This design comes from an exercise in tuning for small area, a short achievable clock period and few clock cycles on the open sky130 flow, not from production work.
Only the layout flow was run in this run; the RTL was not checked for function there.
Power is estimated from default activity; no workload was simulated.

--- design.v ---
module probe_engine (
    input  wire        clk,
    input  wire        rst,           
    input  wire        verbose_in,
    input  wire [7:0]  pin_in,
    output wire [7:0]  pin_dir,
    output wire [7:0]  pin_pull,
    output wire [7:0]  pin_out,
    output reg         ev_valid,
    output reg  [2:0]  ev_kind,       
    output reg  [2:0]  ev_pin,
    output reg         ev_bit,
    output reg         rep_valid,
    output reg  [1:0]  rep_kind,      
    output reg  [1:0]  rep_finder,    
    output wire [2:0]  rep_p0,
    output wire [2:0]  rep_p1,
    output wire [2:0]  rep_p2,
    output wire [2:0]  rep_p3,
    output reg         rep_p3_valid,
    output wire [31:0] rep_value,
    output reg         rep_found,
    output reg         done,
    output reg         found_id,
    output reg         found_by,
    output reg         found_sw
);
    localparam [2:0] EV_CFGIN = 3'd1, EV_CFGOUT = 3'd2, EV_SET = 3'd3, EV_CLR = 3'd4, EV_READ = 3'd5;
    localparam [1:0] RK_CAND = 2'd0, RK_MATCH = 2'd1, RK_RESULT = 2'd2;
    localparam [1:0] F_ID = 2'd0, F_BY = 2'd1, F_SW = 2'd2;
    localparam [4:0]
        S_START  = 5'd0,
        S_CFG    = 5'd1,    
        S_WAIT   = 5'd2,    
        S_OUTC   = 5'd3,
        S_OUTM   = 5'd4,
        S_OUTD   = 5'd5,
        S_SETM   = 5'd6,
        S_CLRD   = 5'd7,
        S_PULSE  = 5'd8,
        S_ITDEC  = 5'd9,    
        S_TDIN   = 5'd10,   
        S_TDSTEP = 5'd11,   
        S_TDCHK  = 5'd12,
        S_BYCLRM = 5'd13,
        S_BYDEC  = 5'd14,   
        S_BYEND  = 5'd15,   
        S_SWLVL  = 5'd16,
        S_SWEND  = 5'd17,
        S_SWCLRC = 5'd18,
        S_SWCLRM = 5'd19,
        S_SWCFGI = 5'd20,
        S_FIN    = 5'd21,
        S_DONE   = 5'd22;
    localparam [3:0]
        M_IT = 4'd0,    
        M_TF = 4'd1,    
        M_TM = 4'd2,    
        M_BA = 4'd3,    
        M_BF = 4'd4,    
        M_BM = 4'd5,    
        M_SD = 4'd6,    
        M_SS = 4'd7,    
        M_SR = 4'd8;    
    localparam [2:0] P_A = 3'd0, P_W = 3'd1, P_B = 3'd2, P_I = 3'd3, P_R = 3'd4;
    reg  [4:0]  st;
    reg  [3:0]  md;
    reg  [2:0]  ph;
    reg  [8:0]  i;
    reg  [2:0]  k;
    reg  [2:0]  seg;
    reg  [1:0]  f;
    reg  [2:0]  c, m, o, d;
    reg         srch, dsrch, res_pend, in_tdi;
    reg         prev;
    reg  [5:0]  tog;
    reg  [31:0] acc;
    assign rep_p0 = c;
    assign rep_p1 = m;
    assign rep_p2 = o;
    assign rep_p3 = d;
    assign rep_value = acc;
    function [2:0] nx;
        input [2:0] p;
        nx = (p == 3'd0) ? 3'd3 : p + 3'd1;
    endfunction
    wire d_free   = (d != c) && (d != m) && (d != o);
    wire trip_ok  = (c != m) && (c != o) && (m != o);
    wire roles_ok = (f == F_SW) ? (c != m) : (f == F_BY) ? (trip_ok && d_free) : trip_ok;
    wire last_tup = (f == F_SW) ? (c == 3'd7 && m == 3'd6) :
                    (f == F_BY) ? (c == 3'd7 && m == 3'd6 && o == 3'd5 && d == 3'd4) :
                                  (c == 3'd7 && m == 3'd6 && o == 3'd5);
    wire inc_d = (f == F_BY);
    wire inc_o = (f == F_ID) || (f == F_BY && d == 3'd7);
    wire inc_m = (f == F_SW) || (inc_o && o == 3'd7);
    wire inc_c = inc_m && m == 3'd7;
    wire rd_now = ev_valid && (ev_kind == EV_READ);
    wire tg     = rd_now && (ev_bit != prev);
    wire v_gt7  = (tog > 6'd7) || (tog == 6'd7 && tg);
    wire v_by   = tg ? (tog >= 6'd13 && tog <= 6'd17) : (tog >= 6'd14 && tog <= 6'd18);
    wire v_td   = tg ? (tog >= 6'd29 && tog <= 6'd33) : (tog >= 6'd30 && tog <= 6'd34);
    wire jt    = (md != M_SD) && (md != M_SS) && (md != M_SR);
    wire i_lo  = (i[8:3] == 6'd0);
    wire has_w = (md == M_TM) || (md == M_BM) || (md == M_SS) ||
                 (md == M_IT && i_lo && (i[2:0] == 3'd4 || i[2:0] == 3'd5 || i[2:0] == 3'd6)) ||
                 (md == M_BA && i_lo && (i[2:0] == 3'd5 || i[2:0] == 3'd6 || i[2:0] == 3'd7));
    wire [15:0] pat = (seg == 3'd2) ? 16'h79E7 : 16'h00A5;
    wire w_val = (md == M_IT) ? (i[3:0] == 4'd5) :
                 (md == M_BA) ? (i[3:0] == 4'd6) :
                 (md == M_TM) ? (i[8:5] == 4'd0 && !i[0]) :
                 (md == M_BM) ? (i[1:0] == 2'd0) :
                                pat[~i[3:0]];
    wire [2:0] w_pin = (md == M_TM || md == M_BM) ? d : m;
    wire has_r = (md == M_TM) || (md == M_BM) ||
                 (md == M_IT && !i_lo) ||
                 (md == M_SR && i >= 9'd3 && i <= 9'd34);
    wire seg_lvl = (seg == 3'd1) || (seg == 3'd4);
    wire last_p = (md == M_IT) ? (i == 9'd39) :
                  (md == M_TF || md == M_TM) ? (i == 9'd511) :
                  (md == M_BA) ? (i == 9'd8) :
                  (md == M_BF) ? (i == 9'd63) :
                  (md == M_BM) ? (i == 9'd32) :
                  (md == M_SD) ? (i == (seg_lvl ? 9'd49 : 9'd7)) :
                  (md == M_SS) ? (i == 9'd15) :
                                 (i == 9'd37);
    reg [7:0] dir_q, out_q;
    genvar gp;
    generate
        for (gp = 0; gp < 8; gp = gp + 1) begin : g_pin
            if (gp == 1 || gp == 2) begin : g_rsv
                always @(*) begin dir_q[gp] = 1'b0; out_q[gp] = 1'b0; end
            end else begin : g_use
                always @(posedge clk) begin
                    if (rst) begin
                        dir_q[gp] <= 1'b0;
                        out_q[gp] <= 1'b1;
                    end else if (ev_valid && ev_pin == gp) begin
                        if (ev_kind == EV_CFGIN || ev_kind == EV_CFGOUT) dir_q[gp] <= ev_kind[1];
                        if (ev_kind != EV_READ) out_q[gp] <= ev_kind[0];
                    end
                end
            end
        end
    endgenerate
    assign pin_dir  = dir_q;
    assign pin_out  = out_q;
    assign pin_pull = ~dir_q & 8'hF9;
    wire       tog_clr;
    wire [2:0] rsel = (f == F_SW) ? m : o;
    always @(posedge clk) begin
        ev_bit <= pin_in[rsel];
        if (tog_clr) begin
            prev <= 1'b0;
            tog  <= 6'd0;
        end else if (rd_now) begin
            prev <= ev_bit;
            if (tg && tog != 6'd63) tog <= tog + 6'd1;
        end
        if (rd_now && !in_tdi) acc <= {ev_bit, acc[31:1]};
    end
    reg tclr;
    assign tog_clr = tclr;
    task emit(input [2:0] kind, input [2:0] pin);
        begin ev_valid <= 1'b1; ev_kind <= kind; ev_pin <= pin; end
    endtask
    task record(input [1:0] kind, input [1:0] fin, input p3v);
        begin rep_valid <= 1'b1; rep_kind <= kind; rep_finder <= fin; rep_p3_valid <= p3v; end
    endtask
    task trial_end;
        begin
            if (last_tup) begin
                if (f == F_SW) st <= S_FIN;
                else begin
                    f <= f + 2'd1;
                    c <= 3'd0; m <= 3'd3; o <= 3'd4; d <= 3'd5;
                    srch <= 1'b0;
                    res_pend <= 1'b1;
                    emit(EV_CFGIN, 3'd0);
                    k <= 3'd3; st <= S_CFG;
                end
            end else begin
                if (inc_d) d <= nx(d);
                if (inc_o) o <= nx(o);
                if (inc_m) m <= nx(m);
                if (inc_c) c <= nx(c);
                srch <= 1'b1;
                emit(EV_CFGIN, 3'd0);
                k <= 3'd3; st <= S_CFG;
            end
        end
    endtask
    task td_start;
        begin
            emit(EV_CFGOUT, d);
            if (verbose_in) record(RK_CAND, F_ID, 1'b1);
            tclr <= 1'b1;
            in_tdi <= 1'b1;
            md <= M_TF; i <= 9'd0; ph <= P_A; st <= S_PULSE;
        end
    endtask
    always @(posedge clk) begin
        ev_valid  <= 1'b0;
        rep_valid <= 1'b0;
        tclr      <= 1'b0;
        if (srch) begin
            if (roles_ok) srch <= 1'b0;
            else begin
                if (inc_d) d <= nx(d);
                if (inc_o) o <= nx(o);
                if (inc_m) m <= nx(m);
                if (inc_c) c <= nx(c);
            end
        end
        if (dsrch) begin
            if (d_free) dsrch <= 1'b0;
            else d <= nx(d);
        end
        case (st)
            S_START: begin
                f <= F_ID;
                c <= 3'd0; m <= 3'd3; o <= 3'd4; d <= 3'd0;
                srch <= 1'b0; dsrch <= 1'b0; res_pend <= 1'b0; in_tdi <= 1'b0;
                found_id <= 1'b0; found_by <= 1'b0; found_sw <= 1'b0;
                emit(EV_CFGIN, 3'd0);
                k <= 3'd3; st <= S_CFG;
            end
            S_CFG: begin
                emit(EV_CFGIN, k);
                if (res_pend) begin
                    record(RK_RESULT, f - 2'd1, 1'b0);
                    rep_found <= (f == F_BY) ? found_id : found_by;
                    res_pend <= 1'b0;
                end
                k <= nx(k);
                if (k == 3'd7) st <= (!srch || roles_ok) ? S_OUTC : S_WAIT;
            end
            S_WAIT: if (roles_ok) st <= S_OUTC;
            S_OUTC: begin
                emit(EV_CFGOUT, c);
                if (verbose_in) record(RK_CAND, f, f == F_BY);
                tclr <= 1'b1;
                if (f == F_ID) begin d <= 3'd0; dsrch <= 1'b1; end
                seg <= 3'd0;
                st <= S_OUTM;
            end
            S_OUTM: begin
                emit(EV_CFGOUT, m);
                st <= (f == F_BY) ? S_OUTD : (f == F_SW) ? S_SWLVL : S_SETM;
            end
            S_OUTD: begin emit(EV_CFGOUT, d); st <= S_SETM; end
            S_SETM: begin
                emit(EV_SET, m);
                if (f == F_BY) st <= S_CLRD;
                else begin md <= M_IT; i <= 9'd0; ph <= P_A; st <= S_PULSE; end
            end
            S_CLRD: begin
                emit(EV_CLR, d);
                md <= M_BA; i <= 9'd0; ph <= P_A; st <= S_PULSE;
            end
            S_PULSE: begin
                case (ph)
                    P_A: begin
                        emit(jt ? EV_SET : EV_CLR, c);
                        ph <= has_w ? P_W : P_B;
                        if (md == M_SR && i == 9'd36) begin
                            if (tog > 6'd7) begin
                                record(RK_MATCH, F_SW, 1'b0);
                                found_sw <= 1'b1;
                            end
                        end
                    end
                    P_W: begin
                        emit(w_val ? EV_SET : EV_CLR, w_pin);
                        ph <= P_B;
                    end
                    P_I: ph <= P_R;
                    default: begin
                        if (ph == P_R) emit(EV_READ, rsel);
                        else emit(jt ? EV_CLR : EV_SET, c);
                        if (ph == P_B && has_r) ph <= P_I;
                        else begin
                            ph <= P_A;
                            i  <= i + 9'd1;
                            if (last_p) begin
                                i <= 9'd0;
                                case (md)
                                    M_IT: st <= S_ITDEC;
                                    M_TF: md <= M_TM;
                                    M_TM: st <= S_TDIN;
                                    M_BA: md <= M_BF;
                                    M_BF: st <= S_BYCLRM;
                                    M_BM: st <= S_BYDEC;
                                    M_SD: st <= S_SWEND;
                                    M_SS: st <= S_SWEND;
                                    default: st <= S_BYEND;    
                                endcase
                            end
                        end
                    end
                endcase
            end
            S_ITDEC: begin
                if (v_gt7) td_start;
                else trial_end;
            end
            S_TDIN: begin
                emit(EV_CFGIN, d);
                in_tdi <= 1'b0;
                if (v_td) begin
                    record(RK_MATCH, F_ID, 1'b1);
                    found_id <= 1'b1;
                end
                st <= S_TDSTEP;
            end
            S_TDSTEP: begin
                if (d == 3'd7) trial_end;
                else begin d <= nx(d); st <= S_TDCHK; end
            end
            S_TDCHK: begin
                if (d_free) td_start;
                else if (d == 3'd7) trial_end;
                else d <= nx(d);
            end
            S_BYCLRM: begin
                emit(EV_CLR, m);
                md <= M_BM; i <= 9'd0; ph <= P_A; st <= S_PULSE;
            end
            S_BYDEC: begin
                if (v_by) begin
                    emit(EV_SET, m);
                    record(RK_MATCH, F_BY, 1'b1);
                    found_by <= 1'b1;
                    st <= S_BYEND;
                end else trial_end;
            end
            S_BYEND: trial_end;
            S_SWLVL: begin
                emit(seg_lvl ? EV_SET : EV_CLR, m);
                md <= M_SD; i <= 9'd0; ph <= P_A; st <= S_PULSE;
            end
            S_SWEND: begin
                emit(EV_CLR, c);
                seg <= seg + 3'd1;
                if (seg == 3'd5) st <= S_SWCLRC;
                else if (seg == 3'd1 || seg == 3'd4) begin
                    md <= M_SS; i <= 9'd0; ph <= P_A; st <= S_PULSE;
                end else st <= S_SWLVL;
            end
            S_SWCLRC: begin emit(EV_CLR, c); st <= S_SWCLRM; end
            S_SWCLRM: begin emit(EV_CLR, m); st <= S_SWCFGI; end
            S_SWCFGI: begin
                emit(EV_CFGIN, m);
                md <= M_SR; i <= 9'd0; ph <= P_A; st <= S_PULSE;
            end
            S_FIN: begin
                record(RK_RESULT, F_SW, 1'b0);
                rep_found <= found_sw;
                st <= S_DONE;
            end
            default: ;  
        endcase
        if (st == S_DONE) done <= 1'b1;
        if (rst) begin
            st        <= S_START;
            ev_valid  <= 1'b0;
            rep_valid <= 1'b0;
            done      <= 1'b0;
        end
    end
endmodule
--- run.sh ---
#!/bin/bash
# synth_recipe.tcl (not shown) runs the flow's synth.tcl, then flattens the netlist and writes it again
# the make line also repeats each setting of config.mk as NAME=value (left out here)
make -C /OpenROAD-flow-scripts/flow DESIGN_CONFIG=/design/flow/config.mk WORK_HOME=/design/flow/orfs CLKGATE_MAP_FILE= SYNTH_SCRIPT=/design/flow/synth_recipe.tcl finish
--- config.mk ---
export PLATFORM = sky130hd
export DESIGN_NAME = probe_engine
export DESIGN_NICKNAME = probe_engine
export VERILOG_FILES = /design/flow/design.v
export SDC_FILE = /design/flow/constraint.sdc
export NUM_CORES = 4
export LEC_CHECK = 0
export CAP_MARGIN = 20
export CORE_MARGIN = 2
export CORE_UTILIZATION = 40
export SLEW_MARGIN = 20
--- constraint.sdc ---
create_clock -name core_clock -period 8.0 [get_ports {clk}]
set_input_delay 1.6000 -clock core_clock [delete_from_list [all_inputs] [get_ports {clk}]]
set_output_delay 1.6000 -clock core_clock [all_outputs]
set_load 0.01 [all_outputs]
==> qor.yml <==
routabilityCongestion: 0.947
yosys.area.top_type_share_pct: 26.4
yosysTopAreaCell: "edfxtp_1"
timing.setup.critical_path_class: "reg -> reg"
drive_above_1_share_pct: 6.95
cts.repair_timing.setup_buffer_count: 0
cts_hold_repair.buffers: 0
power.density_cell_area_nw_per_um2: 329
io_pins: 98
grt_setup_unrepaired: "false"
layout.cells.most_common_list: "92 x nor2_1, 91 x clkdlybuf4s50_1, 86 x nand2_1"
status: "no timing/DRC/antenna violations"
clock-sinks: 116
max-vdd-ir-drop_uv: 138
die-height_um: 148
cts_root_buf: "clkbuf_16"
layout_min_cycle_time_ns: 3.31
synth.cell_area_um2: 8310
floorplan.rows: 52
post_synth_inst_count: 978
timing.critical_path.fanout_max: 24
nNetsFinal: 1067
dp.final_hpwl_um: 19300
drt-total-wl_um: 26100
route.vias.total: 7927
grt_antenna_before_repair: 0
numCtsBuffers: 17
cp_top_family: "compound AO/OA/AOI/OAI gates"
seq_area_frac_synth_pct: 36.7
max_freq_ghz: 0.302
grt_pass1_vias: 7171
worst-endpoint-required_ns: 8.30
floorplan.core_area_um2: 20300
worstPathBufferInverterCount: 0
synthArstFlopShare_pct: 0
slew_headroom_pct: 26.3
die_w_um: 148
worst_hold_path_type: "reg -> reg"
globalRouteOverflowTotal: 0
postSynthRegisterBits: 116
final.fill_count: 2000
number_of_endpoints_with_negative_hold_slack_in_the_final_report: 0
clk_latency_worst_skew_pair_ns: 0.42
edff_count_synth: 73
tritoncts: "built"
synth_ff_type: "edfxtp_1"
post_synth.cell_area_avg_um2: 8.50
ys_types: 90
setup.reg_to_reg.worst_slack_ns: 4.69
layout-area-overhead-vs-synth_pct: 19.0
drt.antenna.violating_nets: 0
slowest_stage: "dfxtp_1"
arrival_ns: 3.61
drt_pre_antenna_iters: 5
cp_cell_sequence: "nand2b_1 -> nor3_1 -> nand2_1 -> a21boi_0 -> nand3_1 -> o221ai_1 -> o211ai_1"
leading_cell_type_in_the_layout_fill_and_taps_excluded: "nor2_1"
cap_violations: 0
endpoint_kind: "flop"
setup_viol: 0
timing.final.crit_share_pct: 41.4
synth_top_cells_by_area: "edfxtp_1 26%, dfxtp_1 10%, ha_1 5.0%"
layout.core_utilization_pct: 48.8
cts.htree.levels: 4
worst_setup_path_start_kind: "flop"
first_iter_violations: 849
crit_path_max_incr_delay_ns: 0.81
design.die.area_um2: 22000
postCtsResizedCells: 0
antenna-diode-count: 0
ys.warnings.count: 1
sum_of_negative_setup_slack_ns: 0
total_leakage_power_nw: 3.62
max-clock-path-buffers: 2
fin_worst_skew_ns: 0.0153
final-max-slew-violation-count: 0
maximum_number_of_pins_on_one_net_before_global_route_repair: 38
grt.total_usage_pct: 23.5
tightestPinTransition_ns: 1.10
detail_route.vias_per_cell: 6.07
place.port_buffers: 91
initial_core_util_pct: 41.0
routedWlPerCell_um: 20.0
remaining_drcs: 0
global_route_wire_length_before_repair_um: 40600
clk_pin_slew_worst_paths_ns: 0.07
-- metrics by stage --
stage	total power, mW	hold slack [ns]	worst slack (ns)	cell area, um^2	std cells
CTS	3.23	0.451	4.50	9890	1306
floorplan	1.96	0.449	4.96	8330	983
global placement	2.43	0.428	4.50	9280	1274
detailed placement	2.43	0.432	4.47	9280	1274
global route	3.44	0.466	4.47	9900	1306
finish	3.26	0.449	4.69	9900	1306
-- kinds of logic after synthesis --
kind of cell,Yosys count,synth area share [%]
compound gates,293,23.7
xor+xnor,37,3.90
fa+ha+maj,33,4.97
buf+inv,129,6.70
flops,116,36.7
mux,20,2.74
other cells,1,0.0451
simple gates,349,21.2
-- state kept, by name, summed over array words and instances (netlist names), 2 cells and up --
name	flops
rep_finder	2
md	4
st	5
ph	3
f	2
tog	6
rep_kind	2
k	3
out_q	6
d	3
seg	3
acc	32
dir_q	6
i	9
ev_pin	3
o	3
ev_kind	3
m	3
c	3
-- worst paths after layout --
path,cells past startpoint,to,start
max,7,d[2]$_DFF_P_,st[4]$_SDFFE_PP0P_
min,0,acc[19]$_DFFE_PP_,acc[20]$_DFFE_PP_
max reg2reg,7,d[2]$_DFF_P_,st[4]$_SDFFE_PP0P_
min reg2reg,0,acc[19]$_DFFE_PP_,acc[20]$_DFFE_PP_
-- routing by layer --
| metal | up-vias | track usage [%] | wire length (um) |
|---|---|---|---|
| met5 | - | 1.59 | 51 |
| met1 | 3754 | 32.8 | 11600 |
| met3 | 62 | 5.43 | 2310 |
| li1 | 3694 | - | - |
| met2 | 415 | 35.8 | 11400 |
| met4 | 2 | 8.14 | 746 |
-- report_power, final --
| part | internal [mW] | switching, mW | leakage (nW) |
|---|---|---|---|
| registers | 0.803 | 0.213 | 1.04 |
| logic | 0.559 | 0.887 | 2.29 |
| clock network | 0.474 | 0.322 | 0.297 |
-- worst reg2reg max path, stage by stage (launching register included) --
cell,delay (ns)
dfxtp_1,0.81
nand2b_1,0.44
nor3_1,0.17
nand2_1,0.16
a21boi_0,0.80
nand3_1,0.40
o221ai_1,0.30
o211ai_1,0.12
-- Yosys cell counts (all sizes together) (15+ instances only) --
master,number
nor2,93
nand2,86
o21ai,74
edfxtp,73
a21oi,62
inv,52
dfxtp,43
buf,40
nand3,38
clkbuf,37
ha,33
nor3,32
xnor2,20
o211ai,18
nand2b,17
xor2,17
mux2i,16
a31oi,15
-- final cells by class --
class | instances | area [um^2] | share of cell area [%]
multi-input combinational | 738 | 4740 | 47.9
tap | 270 | 338 | 3.41
inverter | 52 | 195 | 1.97
timing repair buffer | 98 | 963 | 9.73
clock inverter | 15 | 185 | 1.87
clock buffer | 17 | 425 | 4.30
sequential | 116 | 3050 | 30.8

[afterwards: timing with drivers on the ports]
The results above use ideal ports. As a check the final layout listed here was re-extracted and re-timed, cells and wires unchanged. Step 1 (the two cells are an assumption about what drives the block):
set clk [get_ports {clk}]
set_driving_cell -lib_cell sky130_fd_sc_hd__clkbuf_16 $clk
set_driving_cell -lib_cell sky130_fd_sc_hd__buf_2 [delete_from_list [all_inputs] $clk]
Step 2 moves the port delays by t, midway between the first and last clock arrival at a register: inputs arrive t later, outputs are due t later. That takes back most of the time a late clock gives input paths. a / b / c = no drivers / after step 1 / after step 2; a / b = the first two.
t (ns): 0.463
setup slack, ns: 4.688 / 4.641 / 4.422
hold WS [ns]: 0.449 / 0.449 / 0.449
clock arrival spread, ns: 0.015 / 0.016
slew at the worst register clock pin (ns): 0.07 / 0.07
After both steps setup and hold are still met in this run. The setup slack of this run moves by -0.047 ns with the drivers and by -0.266 ns with both steps.
